Source: an optimization exercise on an open RTL-to-GDS flow (aim: small area). Production flows keep margins and buffers that such runs may drop.
In this exercise RTL edits were held to simulation tests only and were not proved equivalent to the original.
Power is estimated from default activity; no workload was simulated.

File: design.v
module cfa635_link (
    input  wire        clk,
    input  wire        rst,
    input  wire        host_wr,
    input  wire [7:0]  host_addr,
    input  wire [7:0]  host_wdata,
    output reg  [15:0] host_rdata,
    output wire        busy,
    output wire        report_pending,
    output wire        tx_valid,
    output wire [7:0]  tx_data,
    input  wire        tx_ready,
    input  wire        tx_err,
    output wire        rx_ready,
    input  wire        rx_valid,
    input  wire [7:0]  rx_data,
    input  wire        rx_err,
    input  wire        rx_nonempty,
    output reg         diag_valid,
    output wire [1:0]  diag_kind,
    output wire [7:0]  diag_type,
    output wire [7:0]  diag_len
);
    localparam MAXP = 22;
    localparam R_OK             = 4'h0;
    localparam R_NO_REPORT      = 4'h1;
    localparam R_INVALID_LENGTH = 4'h2;
    localparam R_INVALID_PACKET = 4'h3;
    localparam R_DESYNC         = 4'h4;
    localparam R_IO_ERROR       = 4'h5;
    localparam R_DEVICE_ERROR   = 4'h6;
    localparam R_SESSION_DEAD   = 4'h7;
    localparam R_ILLEGAL_OP     = 4'h8;
    localparam P_IDLE  = 4'd0;
    localparam P_TTYPE = 4'd1;
    localparam P_TLEN  = 4'd2;
    localparam P_TPAY  = 4'd3;
    localparam P_TCLO  = 4'd4;
    localparam P_TCHI  = 4'd5;
    localparam P_RTYPE = 4'd6;
    localparam P_RLEN  = 4'd7;
    localparam P_RPAY  = 4'd8;
    localparam P_RCLO  = 4'd9;
    localparam P_RCHI  = 4'd10;
    localparam P_PWAIT = 4'd11;
    localparam K_CRCF = 3'd0;
    localparam K_SEND = 3'd1;
    localparam K_XACT = 3'd2;
    localparam K_RECV = 3'd3;
    localparam K_POLL = 3'd4;
    function [15:0] crc_step;
        input [15:0] c;
        input [7:0]  b;
        integer k;
        reg [15:0] x;
        begin
            x = c ^ {8'h00, b};
            for (k = 0; k < 8; k = k + 1)
                x = x[0] ? ((x >> 1) ^ 16'h8408) : (x >> 1);
            crc_step = x;
        end
    endfunction
    function [1:0] classify;
        input [7:0] t;
        input [5:0] s;
        begin
            case (t[7:6])
                2'b01:   classify = (t[5:0] == s) ? 2'd0 : 2'd3;
                2'b11:   classify = (t[5:0] == s) ? 2'd1 : 2'd3;
                2'b10:   classify = 2'd2;
                default: classify = 2'd3;
            endcase
        end
    endfunction
    reg [7:0]  cmd_type, cmd_len, crc_din;
    reg [7:0]  cmd_pay [0:MAXP-1];
    reg [15:0] crc_acc, crc_out;
    reg [7:0]  rsp_type;
    reg [4:0]  rsp_len;
    reg [15:0] rsp_crc;
    reg [7:0]  rsp_pay [0:MAXP-1];    
    reg        rsp_ok;                
    reg [1:0]  class_out;
    reg        st_crc_ok, st_rv, st_dead, st_qovf, st_overlap;
    reg [3:0]  st_result;
    reg [30:0] qe1, qe2, qe3, qe4;
    reg [4:1]  qv;
    reg [30:0] rep;
    reg        rep_vld;
    reg [3:0]  phase;
    reg [2:0]  opk;
    reg [7:0]  l_type;
    reg [4:0]  idx;
    reg [15:0] crc;
    reg [7:0]  r_type;
    reg [4:0]  r_len;
    reg [7:0]  r_lo;
    reg [7:0]  sbuf [0:MAXP-1];
    integer i;
    wire op_write = host_wr && (host_addr == 8'h00);
    assign busy           = (phase != P_IDLE);
    assign report_pending = (qv != 4'd0);
    wire [2:0] q_count = qv[1] + qv[2] + qv[3] + qv[4];
    wire ph_tx = (phase == P_TTYPE) || (phase == P_TLEN) || (phase == P_TPAY) ||
                 (phase == P_TCLO) || (phase == P_TCHI);
    wire crcf  = (opk == K_CRCF);
    assign tx_valid = ph_tx && !crcf;
    assign rx_ready = (phase == P_RTYPE) || (phase == P_RLEN) || (phase == P_RPAY) ||
                      (phase == P_RCLO) || (phase == P_RCHI);
    wire t_fire = ph_tx && (crcf || tx_ready);
    wire t_err  = !crcf && tx_err;
    wire r_fire = rx_ready && rx_valid;
    reg [7:0] tbyte;
    always @(*) begin
        case (phase)
            P_TTYPE: tbyte = l_type;
            P_TLEN:  tbyte = {3'b000, idx};
            default: tbyte = sbuf[0];
        endcase
    end
    assign tx_data = (phase == P_TCLO) ? ~crc[7:0] :
                     (phase == P_TCHI) ? ~crc[15:8] : tbyte;
    wire [15:0] c_in  = ((phase == P_TTYPE) || (phase == P_RTYPE)) ? 16'hFFFF : crc;
    wire [7:0]  b_in  = ph_tx ? tbyte : rx_data;
    wire [15:0] c_nxt = crc_step(c_in, b_in);
    wire        c_good = (c_nxt == 16'hF0B8);
    wire [7:0] p0 = (r_type[1:0] == 2'b00) ? sbuf[MAXP-1] : sbuf[MAXP-4];
    wire       is_rep = (r_type[7:6] == 2'b10);
    reg        decoded;
    always @(*) begin
        case (r_type[5:0])
            6'h00:   decoded = (r_len == 5'd1) && (p0 >= 8'd1) && (p0 <= 8'd12);
            6'h01:   decoded = (r_len == 5'd4) && (p0 < 8'd4);
            6'h02:   decoded = (r_len == 5'd4) && (p0 < 8'd32);
            default: decoded = 1'b0;
        endcase
    end
    wire code_eq = (r_type[5:0] == l_type[5:0]);
    wire is_norm = (r_type[7:6] == 2'b01) && code_eq;
    wire is_errf = (r_type[7:6] == 2'b11) && code_eq;
    assign diag_type = r_type;
    assign diag_len  = {3'b000, r_len};
    assign diag_kind = (opk == K_POLL) ? (is_rep ? 2'd1 : 2'd2) :
                       (!is_rep ? 2'd0 : (!decoded ? 2'd1 : 2'd3));
    wire frame_end = (phase == P_RCHI) && r_fire && !rx_err && c_good;
    wire q_pop  = ((phase == P_IDLE) && op_write && host_wdata == 8'h0A && qv[1]) ||
                  ((phase == P_PWAIT) && qv[1]);
    wire q_push = frame_end && is_rep && decoded &&
                  ((opk == K_XACT && qv != 4'b1111) || opk == K_POLL);
    wire [30:0] q_in = {r_type[1:0], p0[4:0], sbuf[MAXP-3], sbuf[MAXP-2], sbuf[MAXP-1]};
    wire qen1 = q_pop || !qv[1];
    wire qen2 = q_pop || !qv[2];
    wire qen3 = q_pop || !qv[3];
    always @(posedge clk) begin
        if (qen1)   qe1 <= qe2;
        if (qen2)   qe2 <= qe3;
        if (qen3)   qe3 <= qe4;
        if (q_push) qe4 <= q_in;
        if (q_pop)  rep <= qe1;
    end
    always @(posedge clk) begin
        if (rst) begin
            qv      <= 4'd0;
            rep_vld <= 1'b0;
        end else begin
            qv[1] <= qen1 ? qv[2] : qv[1];
            qv[2] <= qen2 ? qv[3] : (qen1 ? 1'b0 : qv[2]);
            qv[3] <= qen3 ? qv[4] : (qen2 ? 1'b0 : qv[3]);
            qv[4] <= q_push ? 1'b1 : (qen3 ? 1'b0 : qv[4]);
            if (q_pop)
                rep_vld <= 1'b1;
        end
    end
    wire [15:0] status = {5'b0, st_overlap, st_qovf, st_dead, st_result,
                          report_pending, st_rv, st_crc_ok, busy};
    wire [4:0]  rsp_pi = host_addr[4:0] + 5'd22 - rsp_len;
    wire [1:0]  rk = rep[30:29];
    always @(*) begin
        host_rdata = 16'h0000;
        case (host_addr)
            8'h01: host_rdata = status;
            8'h02: host_rdata = {8'h00, cmd_type};
            8'h03: host_rdata = {8'h00, cmd_len};
            8'h04: host_rdata = {8'h00, crc_din};
            8'h05: host_rdata = crc_acc;
            8'h06: host_rdata = crc_out;
            8'h07: host_rdata = {8'h00, rsp_type};
            8'h08: host_rdata = {11'h000, rsp_len};
            8'h09: host_rdata = rsp_crc;
            8'h0A: host_rdata = {14'h0, class_out};
            8'h0B: host_rdata = {13'h0, q_count};
            8'h0C: host_rdata = rep_vld ? {8'h00, 6'b100000, rk} : 16'h0000;
            8'h0D: host_rdata = rep_vld ? ((rk == 2'd0) ? 16'd1 : 16'd4) : 16'h0000;
            8'h60: host_rdata = rep_vld ? {11'h000, rep[28:24]} : 16'h0000;
            8'h61: host_rdata = (rep_vld && rk != 2'd0) ? {8'h00, rep[23:16]} : 16'h0000;
            8'h62: host_rdata = (rep_vld && rk != 2'd0) ? {8'h00, rep[15:8]} : 16'h0000;
            8'h63: host_rdata = (rep_vld && rk != 2'd0) ? {8'h00, rep[7:0]} : 16'h0000;
            default: begin
                if (host_addr >= 8'h20 && host_addr < 8'h20 + MAXP)
                    host_rdata = {8'h00, cmd_pay[host_addr[4:0]]};
                else if (host_addr >= 8'h40 && host_addr < 8'h40 + MAXP && host_addr[4:0] < rsp_len)
                    host_rdata = {8'h00, rsp_pay[rsp_pi]};
            end
        endcase
    end
    wire [7:0] wd = host_wdata & {8{~rst}};
    always @(posedge clk) begin
        if (rst || (host_wr && host_addr == 8'h02)) cmd_type <= wd;
        if (rst || (host_wr && host_addr == 8'h03)) cmd_len  <= wd;
        if (rst || (host_wr && host_addr == 8'h04)) crc_din  <= wd;
        for (i = 0; i < MAXP; i = i + 1)
            if (rst || (host_wr && host_addr == 8'h20 + i))
                cmd_pay[i] <= wd;
    end
    wire issue_tx = (phase == P_IDLE) && op_write &&
                    (host_wdata == 8'h04 || host_wdata == 8'h06 || host_wdata == 8'h09);
    wire shift = ((phase == P_TPAY) && t_fire) || ((phase == P_RPAY) && r_fire);
    always @(posedge clk) begin
        if (issue_tx) begin
            for (i = 0; i < MAXP; i = i + 1)
                sbuf[i] <= cmd_pay[i];
        end else if (shift) begin
            for (i = 0; i < MAXP - 1; i = i + 1)
                sbuf[i] <= sbuf[i + 1];
            sbuf[MAXP-1] <= rx_data;
        end
    end
    wire [7:0] opcode = host_wdata;
    always @(posedge clk) begin
        diag_valid <= 1'b0;
        if (rst) begin
            phase      <= P_IDLE;
            crc_acc    <= 16'hFFFF;
            crc_out    <= 16'h0000;
            rsp_type   <= 8'h00;
            rsp_len    <= 5'd0;
            rsp_crc    <= 16'h0000;
            rsp_ok     <= 1'b0;
            class_out  <= 2'b00;
            st_crc_ok  <= 1'b0;
            st_rv      <= 1'b0;
            st_dead    <= 1'b0;
            st_qovf    <= 1'b0;
            st_overlap <= 1'b0;
            st_result  <= R_OK;
        end else begin
            case (phase)
            P_IDLE: if (op_write) begin
                if (opcode > 8'h0A) begin
                    st_result <= R_ILLEGAL_OP;
                end else begin
                    case (opcode[3:0])
                    4'h0: st_result <= R_OK;
                    4'h1: begin crc_acc <= 16'hFFFF; st_result <= R_OK; end
                    4'h2: begin crc_acc <= crc_step(crc_acc, crc_din); st_result <= R_OK; end
                    4'h3: begin crc_out <= ~crc_acc; st_result <= R_OK; end
                    4'h5: begin st_crc_ok <= rsp_ok; st_result <= R_OK; end
                    4'h8: begin class_out <= classify(rsp_type, cmd_type[5:0]); st_result <= R_OK; end
                    4'h4, 4'h6, 4'h9: begin
                        if (cmd_len > MAXP) begin
                            st_result <= R_INVALID_LENGTH;
                        end else if (opcode[3:0] == 4'h9 && st_dead) begin
                            st_result <= R_SESSION_DEAD;
                        end else begin
                            l_type <= (opcode[3:0] == 4'h9) ? {2'b00, cmd_type[5:0]} : cmd_type;
                            idx    <= cmd_len[4:0];
                            opk    <= (opcode[3:0] == 4'h4) ? K_CRCF :
                                      (opcode[3:0] == 4'h6) ? K_SEND : K_XACT;
                            phase  <= P_TTYPE;
                        end
                    end
                    4'h7: begin
                        opk   <= K_RECV;
                        phase <= P_RTYPE;
                    end
                    4'hA: begin
                        if (qv[1]) begin
                            st_rv     <= 1'b1;
                            st_result <= R_OK;
                        end else if (st_dead) begin
                            st_rv     <= 1'b0;
                            st_result <= R_SESSION_DEAD;
                        end else if (!rx_nonempty) begin
                            st_rv     <= 1'b0;
                            st_result <= R_NO_REPORT;
                        end else begin
                            opk   <= K_POLL;
                            phase <= P_RTYPE;
                        end
                    end
                    default: ;
                    endcase
                end
            end
            P_TTYPE: if (t_fire) begin
                if (t_err) begin
                    st_result <= R_IO_ERROR;
                    phase     <= P_IDLE;
                end else begin
                    crc   <= c_nxt;
                    phase <= P_TLEN;
                end
            end
            P_TLEN: if (t_fire) begin
                if (t_err) begin
                    st_result <= R_IO_ERROR;
                    phase     <= P_IDLE;
                end else begin
                    crc   <= c_nxt;
                    phase <= (idx == 5'd0) ? P_TCLO : P_TPAY;
                end
            end
            P_TPAY: if (t_fire) begin
                if (t_err) begin
                    st_result <= R_IO_ERROR;
                    phase     <= P_IDLE;
                end else begin
                    crc <= c_nxt;
                    idx <= idx - 5'd1;
                    if (idx == 5'd1)
                        phase <= P_TCLO;
                end
            end
            P_TCLO: if (t_fire) begin
                if (crcf) begin
                    crc_out   <= ~crc;
                    st_result <= R_OK;
                    phase     <= P_IDLE;
                end else if (t_err) begin
                    st_result <= R_IO_ERROR;
                    phase     <= P_IDLE;
                end else begin
                    phase <= P_TCHI;
                end
            end
            P_TCHI: if (t_fire) begin
                if (t_err) begin
                    st_result <= R_IO_ERROR;
                    phase     <= P_IDLE;
                end else if (opk == K_SEND) begin
                    st_result <= R_OK;
                    phase     <= P_IDLE;
                end else begin
                    phase <= P_RTYPE;
                end
            end
            P_RTYPE: if (r_fire) begin
                if (rx_err) begin
                    st_result <= R_IO_ERROR;
                    if (opk == K_POLL)
                        st_rv <= 1'b0;
                    phase <= P_IDLE;
                end else begin
                    r_type <= rx_data;
                    crc    <= c_nxt;
                    phase  <= P_RLEN;
                end
            end
            P_RLEN: if (r_fire) begin
                if (rx_err) begin
                    truncated();
                end else if (rx_data > MAXP) begin
                    if (opk == K_RECV) begin
                        st_result <= R_INVALID_PACKET;
                    end else begin
                        st_dead   <= 1'b1;
                        st_result <= R_DESYNC;
                        if (opk == K_POLL)
                            st_rv <= 1'b0;
                    end
                    phase <= P_IDLE;
                end else begin
                    r_len <= rx_data[4:0];
                    idx   <= rx_data[4:0];
                    crc   <= c_nxt;
                    phase <= (rx_data == 8'd0) ? P_RCLO : P_RPAY;
                end
            end
            P_RPAY: if (r_fire) begin
                if (rx_err) begin
                    truncated();
                end else begin
                    crc <= c_nxt;
                    idx <= idx - 5'd1;
                    if (idx == 5'd1)
                        phase <= P_RCLO;
                end
            end
            P_RCLO: if (r_fire) begin
                if (rx_err) begin
                    truncated();
                end else begin
                    r_lo  <= rx_data;
                    crc   <= c_nxt;
                    phase <= P_RCHI;
                end
            end
            P_RCHI: if (r_fire) begin
                if (rx_err) begin
                    truncated();
                end else begin
                    frame_done();
                end
            end
            P_PWAIT: if (qv[1]) begin
                st_rv     <= 1'b1;
                st_result <= R_OK;
                phase     <= P_IDLE;
            end
            default: phase <= P_IDLE;
            endcase
            if (op_write && phase != P_IDLE)
                st_overlap <= 1'b1;
        end
    end
    task truncated;
        begin
            if (opk == K_RECV) begin
                st_result <= R_IO_ERROR;
            end else begin
                st_dead   <= 1'b1;
                st_result <= R_DESYNC;
                if (opk == K_POLL)
                    st_rv <= 1'b0;
            end
            phase <= P_IDLE;
        end
    endtask
    task write_rsp;
        begin
            rsp_type <= r_type;
            rsp_len  <= r_len;
            rsp_crc  <= {rx_data, r_lo};
            for (i = 0; i < MAXP; i = i + 1)
                rsp_pay[i] <= sbuf[i];
        end
    endtask
    task frame_done;
        begin
            case (opk)
            K_RECV: begin
                write_rsp();
                rsp_ok    <= c_good;
                st_result <= R_OK;
                phase     <= P_IDLE;
            end
            K_XACT: begin
                if (!c_good) begin
                    st_dead   <= 1'b1;
                    st_result <= R_DESYNC;
                    phase     <= P_IDLE;
                end else if (is_norm || is_errf) begin
                    write_rsp();
                    rsp_ok    <= 1'b1;
                    st_result <= is_norm ? R_OK : R_DEVICE_ERROR;
                    phase     <= P_IDLE;
                end else begin
                    if (is_rep && decoded) begin
                        if (qv == 4'b1111) begin
                            diag_valid <= 1'b1;
                            st_qovf    <= 1'b1;
                        end
                    end else begin
                        diag_valid <= 1'b1;
                    end
                    phase <= P_RTYPE;
                end
            end
            default: begin  
                if (!c_good) begin
                    st_dead   <= 1'b1;
                    st_rv     <= 1'b0;
                    st_result <= R_DESYNC;
                    phase     <= P_IDLE;
                end else if (is_rep && decoded) begin
                    phase     <= P_PWAIT;
                end else begin
                    diag_valid <= 1'b1;
                    st_rv      <= 1'b0;
                    st_result  <= R_NO_REPORT;
                    phase      <= P_IDLE;
                end
            end
            endcase
        end
    endtask
endmodule
File: run.sh
#!/bin/bash
# synth_recipe.tcl (not shown) runs the flow's synth.tcl, then flattens the netlist and writes it again
# the make line also repeats each setting of config.mk as NAME=value (left out here)
make -C /OpenROAD-flow-scripts/flow DESIGN_CONFIG=/design/flow/config.mk WORK_HOME=/design/flow/orfs CLKGATE_MAP_FILE= SYNTH_SCRIPT=/design/flow/synth_recipe.tcl finish
File: config.mk
export PLATFORM = sky130hd
export DESIGN_NAME = cfa635_link
export DESIGN_NICKNAME = cfa635_link
export VERILOG_FILES = /design/flow/design.v
export SDC_FILE = /design/flow/constraint.sdc
export NUM_CORES = 8
export LEC_CHECK = 0
export CAP_MARGIN = 20
export CORE_MARGIN = 2
export CORE_UTILIZATION = 25
export PLACE_DENSITY = 0.3
export SLEW_MARGIN = 20
File: constraint.sdc
create_clock -name core_clock -period 10.0 [get_ports {clk}]
set_input_delay 2.0000 -clock core_clock [delete_from_list [all_inputs] [get_ports {clk}]]
set_output_delay 2.0000 -clock core_clock [all_outputs]
set_load 0.01 [all_outputs]
==> flow_summary.ini <==
[run_status]
outcome = timing/DRC/antenna clean

[logic_synthesis]
synth_area_leader_cell = edfxtp_1
ys_types = 99
syn-cell-area_um2 = 35900
yosysSeqAreaShare_pct = 68.2
synth_top_flop_cell = edfxtp_1
synth_top_area_share_pct = 63.5
ys_ff_latch = 843
ys.warnings.count = 4
synth_edf_count = 760
synthTopCellsByArea = edfxtp_1, nand2_1, dfxtp_1
avgSynthCellArea_um2 = 12.6
ys_async_sr_fraction_pct = 0
synth_cells = 2847

[setup_path]
crit_fanout = 19
cp-end-kind = output port
slowest_stage = nor3_1
crit_required_ps = 8000
cpPeakStageDelay_ps = 1070
crit_family = buffers and inverters
start_kind = input pin
crit_chain = clkdlybuf4s50_1, inv_1, ha_1, inv_1, ha_1, a21o_1, a21oi_1, xnor2_2, nor3_1, a22o_1, a221oi_1, nand4_1, o21ai_0, a31oi_1, clkdlybuf4s50_1
cp.buffers_inverters = 4
worstPathArrival_ps = 7590
worstSetupPathType = in2out
rrSetupSlack_ps = 4100

[global_route]
antenna_found_initial = 20
grt_pass1_wl_mm = 230
grt_max_degree = 161
grt_pass1_vias = 24934
overflow = 0
track_usage_pct = 23.1

[placed_design]
portBuffers = 75
dp_slack_ps = 712
gp_congestion = 0.910
dp_hpwl_mm = 123

[die]
core_um2 = 143000
die_x_um = 383
row_count = 139
start_util_pct = 25.1
die_h_um = 383
dieArea_um2 = 147000
ios = 79

[layout]
drive_gt1_share_pct = 11.4
final_cell_mix = edfxtp_1, nand2_1, nor2_1
final_common_cell = edfxtp_1
area_delta_synth_final_pct = 19.9
fin_nets = 3040

[routing]
firstDrtPassIters = 6
ant_nets = 0
num_vias = 24863
finalWirelength_mm = 172
initialDrtViolationCount = 2394
drc = 0
via_per_inst = 4.99
wl_per_cell_um = 34.4

[timing]
fmax_mhz = 104
slew_violations = 0
tns_ps = 0
clock_skew_ps = 49.7
setup_slack_ps = 410
tightest_slew_ps = 1210
relSlewSlack_pct = 18.8
setup_viol = 0
period_minus_slack_ps = 9590
post-route-period-util_pct = 95.9
hold_viol = 0
rsz0062_at_grt = no

[flow_run]
cap_viol_max_count = 0

[power]
p_per_area_nw_per_um2 = 192
leakagePower_uw = 0.0147
total_power_uw = 8260
ir_drop_uv = 133

[clock_network]
clkSlewWorstSetupHoldPaths_ps = 50
root_buffer = clkbuf_16
cts.sinks = 843
cts_hold_buf = 0
ctsResizeCount = 0
cts_buffers = 106
clk_path_buf_depth = 3
clock_latency_ps = 730
h-tree-depth = 3
postCtsSetupBuffers = 0
cts_tree = yes

[worst_hold_path]
hold_class = reg2reg
## worst paths after layout
check,startpoint,to,cells after the start
worst max-delay path,host_addr[2],host_rdata[5],15
worst min-delay path,qe1[11]$_DFFE_PP_,rep[11]$_DFFE_PP_,0
worst max register to register,phase[3]$_SDFFE_PP0P_,rsp_pay[6][6]$_DFFE_PP_,12
worst min register to register,qe1[11]$_DFFE_PP_,rep[11]$_DFFE_PP_,0
## stage by stage
stage          area, um2  hold slack [ps]  util [%]  instances
3_3_place_gp       39400              401      27.5       4782
4_1_cts            43000              415      30.0       4981
3_5_place_dp       39400              405      27.6       4782
2_1_floorplan      35900              400         -       2849
6_report           43100              414      30.1       4986
5_1_grt            43100              416      30.1       4983
## power by group
group          internal (uW)  switching (uW)  total (uW)
clock                   2350            1610        3960
sequential              3880            61.5        3940
combinational            103             255         357
total                   6340            1930        8260
## cell usage after synthesis (all sizes together) (26+ instances only)
master / n
o21ai: 80
nand2b: 94
clkbuf: 113
nor4: 27
inv: 42
nor2: 129
buf: 31
a21oi: 93
a222oi: 28
nand3: 31
a22oi: 70
xor2: 34
nor2b: 31
a221oi: 28
a21o: 26
xnor2: 42
nor3: 58
nand2: 651
mux2i: 75
edfxtp: 760
nand4: 33
dfxtp: 83
## kinds of logic (layout without fill, tap and decap cells)
logic type,count (synthesis),count (layout),share of synthesized area [%]
buffers and inverters,187,418,2.26
flip-flops,843,843,68.2
XOR/XNOR,76,76,2.02
adder cells (fa/ha/maj),19,19,0.724
AND/OR/NAND/NOR,1135,1135,14.4
other,1,6,0.0104
multiplexers,86,86,2.43
AO/OA/AOI/OAI,500,500,9.97
## registers in the layout, summed over array words and instances, names as in the netlist, 31 cells and up
name and count:
qe1 31, qe2 31, sbuf 176, cmd_pay 176, qe3 31, qe4 31, rep 31, rsp_pay 176
## worst reg2reg max path, cell delays in order, from the launching register on
cell,delay (ps)
dfxtp_1,300
buf_4,430
or2_1,720
a21oi_1,280
o31ai_4,460
xor2_4,190
xnor2_1,630
and3b_1,300
nand4b_1,240
a21boi_4,220
buf_4,530
and2b_4,650
buf_12,470
## final cells by class
class | count | area, um2
inverters | 43 | 161
multi-input cells | 1819 | 10900
well taps | 1903 | 2380
clock inverters | 55 | 688
repair buffers | 176 | 1580
fillers | 14513 | 100000
flip-flops and latches | 843 | 24500
clock buffers | 144 | 2870
diodes | 3 | 7.51
## layer usage
metal / share of wire (%) / GRT usage (%) / vias to the layer above
met5: 0 / 0 / -
met4: 2.3 / 5.36 / 0
met3: 5.0 / 3.56 / 166
met2: 49 / 39.7 / 807
met1: 43 / 30.5 / 12990
li1: - / - / 10900

==> what the ideal ports hide <==
In the flow no input, the clock included, has a driving cell. The finished layout below was timed again as built, in two steps.
Step 1, drivers: a clkbuf_16 drives clk and a buf_2 each remaining input, both assumed.
Step 2 times the ports against the registers' clock, not the clock port: input delays grow and output delays shrink by t, the midpoint of the rising clock arrivals with the driver on.
Three values: ideal, step 1, step 2; two values: the first two.
shift t [ns]: 0.788
setup slack, ns: 0.410 / 0.380 / 0.380
worst setup path after step 2: input to output
latest minus earliest clock arrival (ns): 0.052 / 0.051
worst data-port slew with drivers (ns): 0.13
After both steps setup and hold are still met in this run. For this run, drivers alone change the setup slack by -0.030 ns; drivers and shift together by -0.030 ns.
